Background: an optimization exercise with open tools, aiming at small area. Do not read the settings as production practice. The RTL was checked by simulation tests, not by an equivalence proof against the original design. Power figures rest on the tool's default switching activity, not on a simulated workload.

Setup of job 101:
// ft300_core
module ft300_core (
    input  wire         clk,
    input  wire         rst,
    input  wire [63:0]  time_now,
    input  wire         cmd_valid,
    output wire         cmd_ready,
    input  wire [7:0]   cmd_word,
    input  wire         rx_valid,
    input  wire         rx_timeout,
    output wire         rx_ready,
    input  wire [7:0]   rx_data,
    output reg          rsp_valid,
    output reg  [2:0]   rsp_op,
    output reg  [3:0]   rsp_status,
    output wire [107:0] rsp_sample,
    output wire [63:0]  rsp_freq
);
    localparam [2:0] S_IDLE = 3'd0, S_DISC = 3'd1, S_CAPT = 3'd2,
                     S_READY = 3'd3, S_READING = 3'd4, S_STOP = 3'd5;
    localparam [2:0] D_IDLE = 3'd0, D_EPASS = 3'd1, D_WAITS = 3'd2, D_E = 3'd3,
                     D_LOAD = 3'd4, D_STEP = 3'd5, D_ROUND = 3'd6, D_EL = 3'd7;
    integer k;
    reg  [2:0] ph8;
    reg  [2:0] p5;
    wire ph8_0 = (ph8 == 3'd0);
    wire ph8_7 = (ph8 == 3'd7);
    wire p5_0  = (p5 == 3'd0);
    wire p5_4  = (p5 == 3'd4);
    always @(posedge clk) begin
        if (rst) begin
            ph8 <= 3'd0;
            p5  <= 3'd0;
        end else begin
            ph8 <= ph8 + 3'd1;
            p5  <= p5_4 ? 3'd0 : p5 + 3'd1;
        end
    end
    reg [2:0] sess;
    reg       busy;           
    reg [5:0] ctr;            
    wire [4:0] cnt = ctr[4:0];
    reg       prev20;
    reg       zref_zero;      
    reg       wclr;           
    reg       copy_run;       
    reg [2:0] dstate;
    wire [5:0] step = ctr;
    wire       rmode = (dstate == D_LOAD) || (dstate == D_STEP);   
    wire [7:0] rin;
    wire calm    = rsp_op[0];                           
    wire freq_en = (rsp_op == 3'd2) && (rsp_status == 4'd0);    
    wire inflight = (sess == S_DISC) || (sess == S_CAPT) || (sess == S_READING);
    wire ev_cycle = !busy && ph8_7;
    assign cmd_ready = ev_cycle && !inflight;
    assign rx_ready  = ev_cycle && inflight;
    wire cmd_fire  = cmd_valid && cmd_ready;
    wire to_fire   = rx_ready && rx_timeout;
    wire byte_fire = rx_ready && rx_valid && !rx_timeout;
    wire [2:0] c_op  = cmd_word[2:0];
    wire       c_cal = cmd_word[3];
    wire       c_bad = (cmd_word[7:4] != 4'd0) || (c_op > 3'd4) || (c_cal && (c_op != 3'd1));
    wire [5:0] ctr1  = ctr + 6'd1;
  ...
Size in the first run: about 270 I/O pins, roughly 16000 um2 of cells after synthesis.
export LEC_CHECK = 0
export CAP_MARGIN = 0
export CORE_MARGIN = 2
export CORE_UTILIZATION = 65
export GPL_TIMING_DRIVEN = 0
export PLACE_DENSITY = 0.75
export SLEW_MARGIN = 0
create_clock -name core_clock -period 20.0 [get_ports {clk}]
standard.sh (not shown) runs the stock make flow with config.mk's settings and CLKGATE_MAP_FILE= SYNTH_SCRIPT=/design/flow/synth_recipe.tcl, a recipe that flattens the netlist after the stock synthesis.
==> flow/flow/run.sh <==
#!/bin/bash
# The standard ORFS flow with a few layout choices changed:
#  - after the standard synthesis, the logic between the flip-flops is
#    re-mapped by ABC for area (flow/resyn.ys, flow/abc.script); the
#    flip-flops themselves are kept as the standard synthesis made them;
#  - the port buffers use the smallest buffer cell;
#  - clock tree synthesis uses clkbuf_4 with small clusters and no dummy loads.
# Each tool's output goes to a log file of its own in this folder.
set -euo pipefail
export BUFFER_PORTS_ARGS="-buffer_cell sky130_fd_sc_hd__buf_1"
export CTS_ARGS="-sink_clustering_enable -repair_clock_nets -dont_use_dummy_load -buf_list sky130_fd_sc_hd__clkbuf_4 -sink_clustering_size 10 -sink_clustering_max_diameter 30"
R=orfs/results/$FLOW_PLATFORM/ft300_core/base
LIB=$FLOW_HOME/platforms/$FLOW_PLATFORM/lib/sky130_fd_sc_hd__tt_025C_1v80.lib
YOSYS=$FLOW_HOME/../tools/install/yosys/bin/yosys
bash standard.sh synth > synth.log 2>&1
cp $R/1_2_yosys.v $R/1_2_yosys_standard.v
sed -e "s#@LIB@#$LIB#g" -e "s#@IN@#$R/1_2_yosys_standard.v#" -e "s#@OUT@#$R/1_2_yosys.v#" \
    -e "s#@TOP@#$FLOW_TOP#" -e "s#@ABC@#$PWD/flow/abc.script#" flow/resyn.ys > resyn_run.ys
$YOSYS -s resyn_run.ys > resyn.log 2>&1
rm -f $R/1_synth.odb $R/1_synth.sdc
bash standard.sh > flow.log 2>&1
Other scripts of this flow, unchanged in this note and not shown: flow/flow/abc.script, flow/flow/resyn.ys
## Diff of input files: job 102 against job 101
# job 101
export LEC_CHECK = 0
export CAP_MARGIN = 0
export CORE_MARGIN = 2
export CORE_UTILIZATION = 65
export GPL_TIMING_DRIVEN = 0
export PLACE_DENSITY = 0.75
export SLEW_MARGIN = 0
create_clock -name core_clock -period 20.0 [get_ports {clk}]
# job 102
export LEC_CHECK = 0
export CAP_MARGIN = 20
export CORE_MARGIN = 2
export CORE_UTILIZATION = 65
export PLACE_DENSITY = 0.75
export SLEW_MARGIN = 20
create_clock -name core_clock -period 20.0 [get_ports {clk}]
Findings:
Part of the power in combinational logic: job 101 vs job 102 — no meaningful difference
Run comparison: job 102 critical path startpoint ph8[0]$_SDFF_PP0_; job 101 critical path startpoint rsp_status[3]$_SDFFCE_PP0N_
Delta (job 102 minus job 101): final period demand of the worst path lost 470 ps, fraction of standard cell area that is sequential picked up an extra 1.1 points, die extent in x neither gained nor lost much.
Compared with job 101, in job 102 post-placement worst setup slack fell by 80 ps; synthesis-to-finish area growth -2.1 points; maximum number of pins on one net before global-route repair has increased; met2 track utilization from global routing fell by 1.2 points.
Diff job 102..job 101 | synthesized cell count | unchanged
The switching portion of total power was comparable across job 102 and job 101.
For job 103, these inputs were changed with respect to job 102:
# job 102
export LEC_CHECK = 0
export CAP_MARGIN = 20
export CORE_MARGIN = 2
export CORE_UTILIZATION = 65
export PLACE_DENSITY = 0.75
export SLEW_MARGIN = 20
create_clock -name core_clock -period 20.0 [get_ports {clk}]
# job 103
export LEC_CHECK = 0
export CAP_MARGIN = 20
export CORE_MARGIN = 2
export CORE_UTILIZATION = 50
export PLACE_DENSITY = 0.65
export SLEW_MARGIN = 20
create_clock -name core_clock -period 20.0 [get_ports {clk}]
==> comparison <==
Job 103: all stages complete, timing, DRC and antenna checks passed. Compared job 102 against job 103; relative area of non-clock buffer cells in the final design within noise. Setup slack deteriorates in job 103 relative to job 102. Summary of the comparison: final routed wire length divided by cell count is higher in job 103, relative to job 102. Between job 102 and job 103, the sequential power figures differ only marginally. NOTE: wire length in job 103 exceeds that of job 102. Summary: with job 102 as the reference, number of clock buffers in the layout in job 103 moved up by more than 10%. When job 103 is set beside job 102, its part of the power in the clock network turns out to be 1.2 points larger. Global-route met2 utilization ended up 8.3 points lower on job 103 than on job 102. As far as final worst hold slack is concerned, job 103 and job 102 perform about the same. Number of gates on the worst path with buffers counted, job 103 and job 102: higher on job 103. Met3 layer wire length in the routed design in job 103 vs job 102: down about 15%.
Input-level comparison between job 104 and job 103:
# job 103
export LEC_CHECK = 0
export CAP_MARGIN = 20
export CORE_MARGIN = 2
export CORE_UTILIZATION = 50
export PLACE_DENSITY = 0.65
export SLEW_MARGIN = 20
create_clock -name core_clock -period 20.0 [get_ports {clk}]
# job 104
export LEC_CHECK = 0
export CAP_MARGIN = 20
export CORE_MARGIN = 2
export CORE_UTILIZATION = 65
export PLACE_DENSITY = 0.75
export SLEW_MARGIN = 20
create_clock -name core_clock -period 20.0 [get_ports {clk}]
-- flow/flow/run.sh --
<<< job 103, line 9
set -euo pipefail
export BUFFER_PORTS_ARGS="-buffer_cell sky130_fd_sc_hd__buf_1"
export CTS_ARGS="-sink_clustering_enable -repair_clock_nets -dont_use_dummy_load -buf_list sky130_fd_sc_hd__clkbuf_4 -sink_clustering_size 10 -sink_clustering_max_diameter 30"
R=orfs/results/$FLOW_PLATFORM/ft300_core/base
LIB=$FLOW_HOME/platforms/$FLOW_PLATFORM/lib/sky130_fd_sc_hd__tt_025C_1v80.lib
>>> job 104, line 9
set -euo pipefail
export BUFFER_PORTS_ARGS="-buffer_cell sky130_fd_sc_hd__buf_1"
export CTS_ARGS="-sink_clustering_enable -repair_clock_nets -dont_use_dummy_load -buf_list {sky130_fd_sc_hd__clkbuf_4 sky130_fd_sc_hd__clkbuf_16} -sink_clustering_buffer sky130_fd_sc_hd__clkbuf_4 -sink_clustering_size 10 -sink_clustering_max_diameter 30"
R=orfs/results/$FLOW_PLATFORM/ft300_core/base
LIB=$FLOW_HOME/platforms/$FLOW_PLATFORM/lib/sky130_fd_sc_hd__tt_025C_1v80.lib
### Flow results
- On share of the final layout cell area in sequential cells, job 104 and job 103 are neck and neck.
- Against job 103, die area in job 104 fell by more than 10%.
- Job 103 and job 104 ended up with roughly the same logic gate share of total power.
- Compared with job 103, job 104 shows a lower post-detailed-routing wire length.
- Job 104 reports a lower clock-buffer cell count than job 103 does.
- Going from job 103 to job 104, post-layout instance count excluding filler cells shrank by a few percent.
- Job 104 against job 103: area added between synthesis and finish saw a decrease; layout sequential cell count held steady.

==> afterwards: timing with drivers on the ports <==
No port has a modelled driver above. Below, the same layouts with a new extraction and two added sets of constraints. Step 1 (the two cells are an assumption about what drives the block):
set clk [get_ports {clk}]
set_driving_cell -lib_cell sky130_fd_sc_hd__clkbuf_16 $clk
set_driving_cell -lib_cell sky130_fd_sc_hd__buf_2 [delete_from_list [all_inputs] $clk]
Step 2 also shifts input and output timing later by t, the mid clock arrival at the registers, as if the neighbouring blocks saw the same clock. Slacks: no drivers / after step 1 / after step 2; pairs: no drivers / after step 1.
run | t (ns) | setup WS [ns] | hold WS [ns] | worst data-port slew with drivers (ns) | pins driven straight from the clock port
job 101 | 0.728 | 12.989 / 12.944 / 13.564 | 0.280 / 0.280 / 0.280 | 0.07 | 1
job 102 | 0.724 | 13.463 / 13.414 / 13.497 | 0.259 / 0.259 / 0.259 | 0.06 | 1
job 103 | 0.741 | 13.206 / 13.161 / 13.383 | 0.257 / 0.257 / 0.257 | 0.05 | 1
job 104 | 0.551 | 13.633 / 13.588 / 13.508 | 0.292 / 0.292 / 0.292 | 0.05 | 1
After both steps setup and hold are still met in every run listed. The setup slack of job 104, which loses most, moves by -0.045 ns with the drivers and by -0.125 ns with both steps.
